What follows belongs to an exercise in optimizing a design on an open flow for small area, a short achievable clock period and few clock cycles; a production flow would make more cautious choices. Function was checked by simulation only, so behaviour that the tests miss may differ from the original.

Design biquad_bank, start of the top module:
module biquad_bank (
    input  wire        clk,
    input  wire        rst,
    input  wire        cmd_valid,
    output wire        cmd_ready,
    input  wire [1:0]  cmd_op,       
    input  wire [7:0]  cmd_motor,
    input  wire [7:0]  cmd_sel,
    input  wire [31:0] cmd_x,
    input  wire [31:0] cmd_b0,
    input  wire [31:0] cmd_b1,
    input  wire [31:0] cmd_b2,
    input  wire [31:0] cmd_a1,
    input  wire [31:0] cmd_a2,
    output reg         rsp_valid,
    output reg         rsp_ok,
    output reg  [31:0] rsp_data
);
Size: roughly 28000 cells after synthesis, ~2200 flip-flops, about 250 I/O pins, roughly 210000 µm² of cells after synthesis.
export LEC_CHECK = 0
export ABC_AREA = 1
export CAP_MARGIN = 20
export CORE_MARGIN = 2
export CORE_UTILIZATION = 40
export PLACE_DENSITY = 0.5
export SLEW_MARGIN = 20
create_clock -name core_clock -period 24.0 [get_ports {clk}]
standard.sh (not shown) runs the stock make flow with config.mk's settings and CLKGATE_MAP_FILE= SYNTH_SCRIPT=/design/flow/synth_recipe.tcl, a recipe that flattens the netlist after the stock synthesis.
==> flow/flow/run.sh <==
#!/bin/bash
# Layout with the standard flow (standard.sh: standard synthesis, floorplan,
# placement, CTS, routing, at the design's clock and constraints), asking the
# resizer's timing repair for extra setup slack so that it also shortens paths
# that already meet the 24 ns clock. All make output goes to flow_make.log;
# ORFS keeps each step's own log under orfs/logs/.
set -euo pipefail
bash standard.sh SETUP_SLACK_MARGIN=16.5 finish > flow_make.log 2>&1
Testbench counts at the start, summed over its fixed seeds: cycles 6,032.
Next try:
--- a/flow/flow/run.sh
+++ b/flow/flow/run.sh
@@ -8 +8 @@
-bash standard.sh SETUP_SLACK_MARGIN=16.5 finish > flow_make.log 2>&1
+bash standard.sh SETUP_SLACK_MARGIN=14 finish > flow_make.log 2>&1
What happened:
- The new run finished clean
- count of clock-buffer cells in the layout went down by 9
- routed wire length came out lower by 8.3%
- worst setup slack degrades by 0.86 ns
- non-clock buffer count goes down by 1510
- global-route usage shrinks by 2.5 points
- hold slack is worse by 0.013 ns
- utilization shrinks by 6.0 points
- maximum frequency came out lower by 8.9%
Next try:
--- a/flow/flow/run.sh
+++ b/flow/flow/run.sh
@@ -8 +8 @@
-bash standard.sh SETUP_SLACK_MARGIN=14 finish > flow_make.log 2>&1
+bash standard.sh SETUP_SLACK_MARGIN=15.5 finish > flow_make.log 2>&1
Result: Register-to-register slack is better by 1.1 ns; routed wire length climbs by about 5%; clock-buffer cell count decreases by 4.
Next try:
--- a/flow/flow/run.sh
+++ b/flow/flow/run.sh
@@ -8 +8 @@
-bash standard.sh SETUP_SLACK_MARGIN=15.5 finish > flow_make.log 2>&1
+bash standard.sh SETUP_SLACK_MARGIN=15 finish > flow_make.log 2>&1
- CTS_BUF_LIST: unset -> sky130_fd_sc_hd__clkbuf_8
- CTS_CLUSTER_SIZE: unset -> 24
What happened:
- The changed run produced a clean layout
- cell count stays flat
- synthesized cell count is unchanged
- final area went down by 3.6%
- via count falls by 1.3%
Next try:
- CORE_UTILIZATION: 40 -> 46
- CTS_BUF_LIST: sky130_fd_sc_hd__clkbuf_8 -> unset
- CTS_CLUSTER_SIZE: 24 -> unset
- PLACE_DENSITY: 0.5 -> 0.56
Fmax is higher slightly.
Final area falls slightly.
Synthesized cell count stays the same.
Global-route usage rises by 3.8 points.
Routed wire length goes down by a few percent.
Area after synthesis does not change.
Worst setup slack is better by 0.062 ns.
Via count is about the same.
Utilization is higher by 6.6 points.

========
biquad_bank, a different RTL version from the one above (not shown whole).
For scale: roughly 27000 cells after synthesis, ~2200 flip-flops, ~250 I/O pins, about 200000 sq um of cells after synthesis.
Settings: LEC_CHECK=0, ABC_AREA=1, CAP_MARGIN=20, CORE_MARGIN=2, CORE_UTILIZATION=40, PLACE_DENSITY=0.5, SLEW_MARGIN=20; clock period 24.0 ns.
run.sh (not shown) runs the stock make flow with config.mk's settings and CLKGATE_MAP_FILE= SYNTH_SCRIPT=/design/flow/synth_recipe.tcl, a recipe that flattens the netlist after the stock synthesis.
Stock flow here: none of the scripts above is used.
The baseline produced a clean layout.
Testbench counts at the start, summed over its fixed seeds: cycles 6,032.
==> next run, changes <==
==> flow/flow/run.sh (new file) <==
#!/bin/bash
# Layout with the standard flow (standard.sh: standard synthesis, floorplan,
# placement, CTS, routing, at the design's clock and constraints), asking the
# resizer's timing repair for extra setup slack so that it also shortens paths
# that already meet the 24 ns clock. All make output goes to flow_make.log;
# ORFS keeps each step's own log under orfs/logs/.
set -euo pipefail
bash standard.sh SETUP_SLACK_MARGIN=14 finish > flow_make.log 2>&1
==> flow/standard.sh (new file) <==
#!/bin/bash
# synth_recipe.tcl (not shown) runs the flow's synth.tcl, then flattens the netlist and writes it again
# the make line also repeats each setting of config.mk as NAME=value (left out here)
make -C /OpenROAD-flow-scripts/flow DESIGN_CONFIG=/design/flow/config.mk WORK_HOME=/design/flow/orfs CLKGATE_MAP_FILE= SYNTH_SCRIPT=/design/flow/synth_recipe.tcl "${@:-finish}"
removed: flow/run.sh
=> The changed run completed without violations. Critical path depth goes down by 24. Wire length goes up by 1.1%. Final area goes up by 1.6%. Clock-buffer cell count is unchanged. First-iteration DRC count goes up by 0.84%. Via count goes up by 0.78%. Flip-flop and latch count is unchanged.

[afterwards: timing with drivers on the ports]
In the flow no input, the clock included, has a driving cell. The finished layouts below were timed again as built, in two steps.
Step 1 (the two cells are an assumption about what drives the block):
set clk [get_ports {clk}]
set_driving_cell -lib_cell sky130_fd_sc_hd__clkbuf_16 $clk
set_driving_cell -lib_cell sky130_fd_sc_hd__buf_2 [delete_from_list [all_inputs] $clk]
Step 2, shift: input delay + t, output delay - t, t = (earliest + latest rising clock arrival at the registers) / 2. This alone moves slack from input paths to output paths.
Slacks: ideal / step 1 / step 2; pairs: ideal / step 1.
| run | shift t [ns] | setup WS [ns] | pins driven straight from the clock port |
|---|---|---|---|
| the first run of note 1 | 1.097 | 15.185 / 15.185 / 15.185 | 1 |
| the second run of note 1 | 1.108 | 14.323 / 14.323 / 14.323 | 1 |
| the third run of note 1 | 1.099 | 15.413 / 15.413 / 15.413 | 1 |
| the fourth run of note 1 | 1.325 | 15.136 / 15.136 / 15.136 | 1 |
| the fifth run of note 1 | 1.073 | 15.198 / 15.198 / 15.198 | 1 |
| the first run of note 2 | 1.100 | 11.228 / 11.228 / 11.228 | 1 |
| the second run of note 2 | 1.100 | 14.211 / 14.211 / 14.211 | 1 |
After both steps setup and hold are still met in every run listed.
